From an optimization exercise on the open Yosys and OpenROAD flow, aimed at small area, a short achievable clock period and few clock cycles per item; shortcuts taken in it are not production practice.
RTL that was checked went through simulation tests only; none was proved equivalent to the original.
The clock port is modelled as an ideal driver, which makes a skipped or thinned clock tree look cheaper than it is; a real chip needs a root buffer or a tree.

Setup of JK:
==> flow/design.v <==
module p286_tmds_ser (
    input  wire        clk,
    input  wire        rst,         
    input  wire        in_valid,
    output wire        in_ready,
    input  wire        in_ctl,      
    input  wire        in_hsync,    
    input  wire        in_vsync,    
    input  wire [23:0] in_rgb,      
    output wire        out_valid,
    output wire [5:0]  out_unit
);
    reg  [4:0] j_q;         
    reg        h_q;         
    reg        act_q;       
    reg        rdy_q;       
    reg        ld_q;        
    reg        act1_q;      
    reg        ov_q;        
    reg        pix_q;       
    reg        m0_q;        
    reg        m9_q;        
    reg  [9:0] ring_q [0:2];
    reg  [2:0] inv_q;
    reg  [2:0] o_q;
    wire i0   = !j_q[4] && !j_q[0];
        wire i9   =  j_q[4] && !j_q[3];
    wire i89  =  j_q[4] && !j_q[2];
    wire k354 = (j_q[2] && !j_q[3]) || (j_q[4] && j_q[0]) || (j_q[2] && !j_q[1]) || i9 || i0;
    wire t0     = !h_q && i0;
    wire t19    =  h_q && i9;
    wire pass1  = !h_q ? !i0 : i0;              
    wire mid    = pix_q && !h_q && !i0 && !i9;  
    wire accept = in_valid && ld_q;
    wire idle_n = !accept && ld_q;                
    always @(posedge clk) begin
        if (rst || idle_n) begin
            j_q <= 5'b10000;
            h_q <= 1'b1;
        end else begin
            j_q <= {j_q[3:0], !j_q[4]};
            h_q <= h_q ^ i9;
        end
        if (rst) begin
            act_q  <= 1'b0;
            rdy_q  <= 1'b1;
            ld_q   <= 1'b1;
            act1_q <= 1'b0;
            ov_q   <= 1'b0;
        end else begin
            act_q  <= accept || (act_q && !t19);
            rdy_q  <= !(in_valid && rdy_q) && (!act_q || (h_q && i89));
            ld_q   <= !(accept || (act_q && !(h_q && j_q[4] && !j_q[2])));
            act1_q <= act_q;
            ov_q   <= act1_q;
        end
        if (ld_q) begin
            pix_q <= !in_ctl;
            m0_q  <= !in_hsync;
            m9_q  <= in_hsync ^ in_vsync;
        end
    end
    genvar c;
    generate
        for (c = 0; c < 3; c = c + 1) begin : ch
            wire [9:0] r = ring_q[c];
            wire [7:0] din = in_rgb[8*c +: 8];
            wire a1 = r[2], a2 = r[3], a3 = r[4], a4 = r[5], a5 = r[6], a6 = r[7], a7 = r[8];
            wire p12 = a1 & a2, p34 = a3 & a4, o12 = a1 | a2, o34 = a3 | a4;
            wire ge1a = o12 | o34;
            wire ge2a = p12 | p34 | (o12 & o34);
            wire ge3a = (p12 & o34) | (p34 & o12);
            wire ge4a = p12 & p34;
            wire ge1b = a5 | a6 | a7;
            wire ge2b = (a5 & a6) | (a5 & a7) | (a6 & a7);
            wire ge3b = a5 & a6 & a7;
            wire maj = ge4a | (ge3a & ge1b) | (ge2a & ge2b) | (ge1a & ge3b);
            wire inv = inv_q[c];
            wire x   = r[9] ^ r[0] ^ inv;
            wire mk  = (c == 0) ? (i0 ? m9_q : m0_q) : 1'b0;
            wire k   = t0 ? 1'b1 : pix_q ? (i9 ? inv : !inv) : (k354 ^ mk);
            wire fb  = mid ? x : k;
            always @(posedge clk) begin
                if (ld_q)
                    ring_q[c] <= {fb, din, r[1]};
                else
                    ring_q[c] <= {fb, r[9:1]};
                if (!pass1)
                    inv_q[c] <= maj;
                o_q[c] <= pass1 ? (fb ^ pix_q) : r[0];
            end
        end
    endgenerate
    assign in_ready  = rdy_q;
    assign out_valid = ov_q;
    assign out_unit  = {~o_q[2], o_q[2], ~o_q[1], o_q[1], ~o_q[0], o_q[0]};
endmodule
export LEC_CHECK = 0
export ABC_AREA = 1
export CAP_MARGIN = 20
export CORE_MARGIN = 2
export CORE_UTILIZATION = 40
export SETUP_SLACK_MARGIN = 3.2
export SLEW_MARGIN = 20
create_clock -name core_clock -period 5.0 [get_ports {clk}]
standard.sh (not shown) runs the stock make flow with config.mk's settings and CLKGATE_MAP_FILE= SYNTH_SCRIPT=/design/flow/synth_recipe.tcl, a recipe that flattens the netlist after the stock synthesis.
==> flow/flow/run.sh <==
#!/bin/bash
export BUFFER_PORTS_ARGS="-buffer_cell sky130_fd_sc_hd__buf_1"
bash standard.sh > standard.log 2>&1
Testbench counts of JK, summed over its fixed seeds: cycles 48,024, items 2,400.
--- input diff JK..MS ---
--- a/flow/design.v
+++ b/flow/design.v
@@ -87,7 +87,7 @@
                     ring_q[c] <= {fb, r[9:1]};
                 if (!pass1)
                     inv_q[c] <= maj;
-                o_q[c] <= pass1 ? (fb ^ pix_q) : r[0];
+                o_q[c] <= mid ? !x : pass1 ? (k ^ pix_q) : r[0];
             end
         end
     endgenerate
--- outcome ---
Looking at the reports, MS completed the entire flow and the layout it produced met the timing, design-rule and antenna checks.
Delta (MS minus JK): worst supply voltage drop on vdd has decreased, number of clock buffer instances in the layout shrank by 1, post-route worst setup slack shrank by 0.018 ns, complex-gate fraction of the synthesized area moved down.
Compared with JK, in MS via count now sits higher; total wire length after detailed routing now sits higher; final instance area now sits higher; final critical-path required period now sits higher; final worst-path cycle share now sits higher.
Delta (MS minus JK): starting DRC count in detailed routing shows a reduction of 23; global-route met2 utilization shows an increase of 2.1 points; global-route wire length before repair shows an increase of 880 um; number of distinct standard cells referenced by the synthesized netlist shows an increase of about 22%.
Only the layout flow was run in MS; the RTL was not checked for function there.

---

// p286_tmds_ser: RTL as listed in full above, without the edits since
export LEC_CHECK = 0
export ABC_AREA = 1
export CAP_MARGIN = 20
export CORE_MARGIN = 2
export CORE_UTILIZATION = 40
export SETUP_SLACK_MARGIN = 3.2
export SLEW_MARGIN = 20
create_clock -name core_clock -period 5.0 [get_ports {clk}]
==> flow/flow/run.sh <==
#!/bin/bash
export BUFFER_PORTS_ARGS="-buffer_cell sky130_fd_sc_hd__buf_1"
export CTS_ARGS="-sink_clustering_enable -repair_clock_nets -root_buf sky130_fd_sc_hd__clkbuf_8 -buf_list sky130_fd_sc_hd__clkbuf_8 -dont_use_dummy_load"
export POST_CTS_TCL="$PWD/flow/drop_root.tcl"
bash standard.sh > standard.log 2>&1
==> flow/flow/drop_root.tcl <==
set block [ord::get_db_block]
set port_net [$block findNet clk]
set root ""
set nroot 0
foreach it [$port_net getITerms] { set root [$it getInst]; incr nroot }
if {$nroot != 1} { puts "drop_root: clock port drives $nroot pins, tree kept"; return }
set root_out ""
foreach it [$root getITerms] {
  if {[[$it getMTerm] getIoType] eq "OUTPUT"} { set root_out [$it getNet] }
}
set loads {}
set ok 1
foreach it [$root_out getITerms] {
  if {[$it getInst] eq $root} continue
  if {![string match "sky130_fd_sc_hd__clkbuf_*" [[[$it getInst] getMaster] getName]]} { set ok 0 }
  lappend loads $it
}
if {!$ok || [llength $loads] > 4} { puts "drop_root: root drives [llength $loads] pins, tree kept"; return }
puts "drop_root: removing [$root getName], port drives [llength $loads] buffers"
foreach it $loads { $it disconnect; $it connect $port_net }
foreach it [$root getITerms] { $it disconnect }
odb::dbInst_destroy $root
odb::dbNet_destroy $root_out
estimate_parasitics -placement
report_checks -path_delay max -format end
The first run finished clean.
Testbench counts at the start, summed over its fixed seeds: cycles 48,024, items 2,400.
Change:
--- a/flow/design.v
+++ b/flow/design.v
@@ -15,5 +15,4 @@
     reg        act_q;       
     reg        rdy_q;       
-    reg        ld_q;        
     reg        act1_q;      
     reg        ov_q;        
@@ -32,6 +31,6 @@
     wire pass1  = !h_q ? !i0 : i0;              
     wire mid    = pix_q && !h_q && !i0 && !i9;  
-    wire accept = in_valid && ld_q;
-    wire idle_n = !accept && ld_q;                
+    wire accept = in_valid && rdy_q;
+    wire idle_n = !accept && rdy_q;                
     always @(posedge clk) begin
         if (rst || idle_n) begin
@@ -45,15 +44,13 @@
             act_q  <= 1'b0;
             rdy_q  <= 1'b1;
-            ld_q   <= 1'b1;
             act1_q <= 1'b0;
             ov_q   <= 1'b0;
         end else begin
             act_q  <= accept || (act_q && !t19);
-            rdy_q  <= !(in_valid && rdy_q) && (!act_q || (h_q && i89));
-            ld_q   <= !(accept || (act_q && !(h_q && j_q[4] && !j_q[2])));
+            rdy_q  <= !accept && (!act_q || (h_q && i89));
             act1_q <= act_q;
             ov_q   <= act1_q;
         end
-        if (ld_q) begin
+        if (rdy_q) begin
             pix_q <= !in_ctl;
             m0_q  <= !in_hsync;
@@ -82,5 +79,5 @@
             wire fb  = mid ? x : k;
             always @(posedge clk) begin
-                if (ld_q)
+                if (rdy_q)
                     ring_q[c] <= {fb, din, r[1]};
                 else
Sequential cell count went down by 1. Count of clock-buffer cells in the layout does not change. Critical path depth went up by 1. Clock skew went down by 0.012 ns. Global-route usage went up by 0.88 points. Hold slack hardly moves.
Testbench counts after the change, summed over its fixed seeds: cycles 48,024, items 2,400.

---

Another version of the RTL of p286_tmds_ser (not shown whole).
Size: roughly 200 cells after synthesis, roughly 50 flip-flops, about 2100 µm² of cells after synthesis.
==> module p286_tmds_ser, before the edit <==
module p286_tmds_ser (
    input  wire        clk,
    input  wire        rst,         
    input  wire        in_valid,
    output wire        in_ready,
    input  wire        in_ctl,      
    input  wire        in_hsync,    
    input  wire        in_vsync,    
    input  wire [23:0] in_rgb,      
    output wire        out_valid,
    output wire [5:0]  out_unit
);
    reg  [4:0] j_q;         
    reg        h_q;         
    reg        act_q;       
    reg        rdy_q;       
    reg        ld_q;        
    reg        last_q;      
    reg        ov_q;        
    reg        pix_q;       
    reg        m0_q;        
    reg        m9_q;        
    reg  [9:0] ring_q [0:2];
    reg  [2:0] inv_q;
    reg  [2:0] o_q;
    wire i0   = !j_q[4] && !j_q[0];
        wire i9   =  j_q[4] && !j_q[3];
    wire i89  =  j_q[4] && !j_q[2];
    wire k354 = (j_q[2] && !j_q[3]) || (j_q[4] && j_q[0]) || (j_q[2] && !j_q[1]) || i9 || i0;
    wire t0     = !h_q && i0;
    wire t19    =  h_q && i9;
    wire pass1  = !h_q ? !i0 : i0;              
    wire mid    = pix_q && !h_q && !i0 && !i9;  
    wire accept = in_valid && ld_q;
    wire idle_n = !accept && ld_q;                
    always @(posedge clk) begin
        if (rst || idle_n) begin
            j_q <= 5'b10000;
            h_q <= 1'b1;
        end else begin
            j_q <= {j_q[3:0], !j_q[4]};
            h_q <= h_q ^ i9;
        end
        if (rst) begin
            act_q  <= 1'b0;
            rdy_q  <= 1'b1;
            ld_q   <= 1'b1;
            last_q <= 1'b0;
            ov_q   <= 1'b0;
        end else begin
            act_q  <= accept || (act_q && !t19);
            rdy_q  <= !(in_valid && rdy_q) && (!act_q || (h_q && i89));
            ld_q   <= !(accept || (act_q && !(h_q && j_q[4] && !j_q[2])));
            last_q <= act_q && t19;
            ov_q   <= (act_q && !t0) || last_q;
        end
        if (ld_q) begin
            pix_q <= !in_ctl;
            m0_q  <= !in_hsync;
            m9_q  <= in_hsync ^ in_vsync;
        end
    end
    genvar c;
    generate
        for (c = 0; c < 3; c = c + 1) begin : ch
            wire [9:0] r = ring_q[c];
            wire [7:0] din = in_rgb[8*c +: 8];
            wire a1 = r[2], a2 = r[3], a3 = r[4], a4 = r[5], a5 = r[6], a6 = r[7], a7 = r[8];
            wire p12 = a1 & a2, p34 = a3 & a4, o12 = a1 | a2, o34 = a3 | a4;
            wire ge1a = o12 | o34;
            wire ge2a = p12 | p34 | (o12 & o34);
            wire ge3a = (p12 & o34) | (p34 & o12);
            wire ge4a = p12 & p34;
            wire ge1b = a5 | a6 | a7;
            wire ge2b = (a5 & a6) | (a5 & a7) | (a6 & a7);
            wire ge3b = a5 & a6 & a7;
            wire maj = ge4a | (ge3a & ge1b) | (ge2a & ge2b) | (ge1a & ge3b);
            wire inv = inv_q[c];
            wire x   = r[9] ^ r[0] ^ inv;
            wire mk  = (c == 0) ? (i0 ? m9_q : m0_q) : 1'b0;
            wire k   = t0 ? 1'b1 : pix_q ? (i9 ? inv : !inv) : (k354 ^ mk);
            wire fb  = mid ? x : k;
            always @(posedge clk) begin
                if (ld_q)
                    ring_q[c] <= {fb, din, r[1]};
                else
                    ring_q[c] <= {fb, r[9:1]};
                if (!pass1)
                    inv_q[c] <= maj;
                o_q[c] <= mid ? !x : pass1 ? (k ^ pix_q) : r[0];
            end
        end
    endgenerate
    assign in_ready  = rdy_q;
    assign out_valid = ov_q;
    assign out_unit  = {~o_q[2], o_q[2], ~o_q[1], o_q[1], ~o_q[0], o_q[0]};
endmodule
clock: 5.0 ns
lec_check: 0
cap_margin: 20
core_margin: 2
core_utilization: 40
setup_slack_margin: 3.2
slew_margin: 20
==> flow/flow/run.sh <==
#!/bin/bash
export BUFFER_PORTS_ARGS="-buffer_cell sky130_fd_sc_hd__buf_1"
bash standard.sh > standard.log 2>&1
Testbench counts at the start, summed over its fixed seeds: cycles 48,024, items 2,400.
Then changed:
--- a/flow/design.v
+++ b/flow/design.v
@@ -11,13 +11,12 @@
     output wire [5:0]  out_unit
 );
     reg  [4:0] j_q;         
     reg        h_q;         
     reg        act_q;       
     reg        rdy_q;       
-    reg        ld_q;        
     reg        last_q;      
     reg        ov_q;        
     reg        pix_q;       
     reg        m0_q;        
     reg        m9_q;        
     reg  [9:0] ring_q [0:2];
@@ -28,36 +27,35 @@
     wire i89  =  j_q[4] && !j_q[2];
     wire k354 = (j_q[2] && !j_q[3]) || (j_q[4] && j_q[0]) || (j_q[2] && !j_q[1]) || i9 || i0;
     wire t0     = !h_q && i0;
     wire t19    =  h_q && i9;
     wire pass1  = !h_q ? !i0 : i0;              
     wire mid    = pix_q && !h_q && !i0 && !i9;  
-    wire accept = in_valid && ld_q;
-    wire idle_n = !accept && ld_q;                
+    wire ld     = !act_q || t19;                
+    wire accept = in_valid && rdy_q;
+    wire idle_n = !accept && ld;                
     always @(posedge clk) begin
         if (rst || idle_n) begin
             j_q <= 5'b10000;
             h_q <= 1'b1;
         end else begin
             j_q <= {j_q[3:0], !j_q[4]};
             h_q <= h_q ^ i9;
         end
         if (rst) begin
             act_q  <= 1'b0;
             rdy_q  <= 1'b1;
-            ld_q   <= 1'b1;
             last_q <= 1'b0;
             ov_q   <= 1'b0;
         end else begin
             act_q  <= accept || (act_q && !t19);
-            rdy_q  <= !(in_valid && rdy_q) && (!act_q || (h_q && i89));
-            ld_q   <= !(accept || (act_q && !(h_q && j_q[4] && !j_q[2])));
+            rdy_q  <= !accept && (!act_q || (h_q && i89));
             last_q <= act_q && t19;
             ov_q   <= (act_q && !t0) || last_q;
         end
-        if (ld_q) begin
+        if (ld) begin
             pix_q <= !in_ctl;
             m0_q  <= !in_hsync;
             m9_q  <= in_hsync ^ in_vsync;
         end
     end
     genvar c;
@@ -78,13 +76,13 @@
             wire inv = inv_q[c];
             wire x   = r[9] ^ r[0] ^ inv;
             wire mk  = (c == 0) ? (i0 ? m9_q : m0_q) : 1'b0;
             wire k   = t0 ? 1'b1 : pix_q ? (i9 ? inv : !inv) : (k354 ^ mk);
             wire fb  = mid ? x : k;
             always @(posedge clk) begin
-                if (ld_q)
+                if (ld)
                     ring_q[c] <= {fb, din, r[1]};
                 else
                     ring_q[c] <= {fb, r[9:1]};
                 if (!pass1)
                     inv_q[c] <= maj;
                 o_q[c] <= mid ? !x : pass1 ? (k ^ pix_q) : r[0];
Result: The new run completed with no timing, DRC or antenna violations. Hold slack stays flat. Count of clock-buffer cells in the layout is higher by 1. Area after synthesis went down by about 1.4%. First-iteration DRC count is higher by about 19%. Design area barely changes.
Only the layout flow was run in the second run of this note; the RTL was not checked for function there.

==> what the ideal ports hide <==
In the flow no input, the clock included, has a driving cell. The finished layouts below were timed again as built, in two steps. Step 1, drivers: a clkbuf_16 drives clk and a buf_2 each remaining input, both assumed. Step 2 also shifts input and output timing later by t, the mid clock arrival at the registers, as if the neighbouring blocks saw the same clock. Slacks: no drivers / after step 1 / after step 2; pairs: no drivers / after step 1.
| run | shift t [ns] | setup WS [ns] | worst register clock-pin slew, ns | cell pins on the clock port's net |
|---|---|---|---|---|
| JK | 0.320 | 3.225 / 3.198 / 3.219 | 0.09 / 0.09 | 1 |
| MS | 0.334 | 3.207 / 3.180 / 3.171 | 0.09 / 0.09 | 1 |
| the first run of note 2 | 0.189 | 3.363 / 3.311 / 3.228 | 0.09 / 0.09 | 4 |
| the second run of note 2 | 0.188 | 3.373 / 3.323 / 3.322 | 0.08 / 0.08 | 4 |
| the first run of note 3 | 0.315 | 3.217 / 3.191 / 3.221 | 0.08 / 0.08 | 1 |
| the second run of note 3 | 0.319 | 3.218 / 3.192 / 3.295 | 0.09 / 0.09 | 1 |
After both steps every run listed still meets setup and hold. The setup slack of the first run of note 2, which loses most, moves by -0.052 ns with the drivers and by -0.135 ns with both steps.
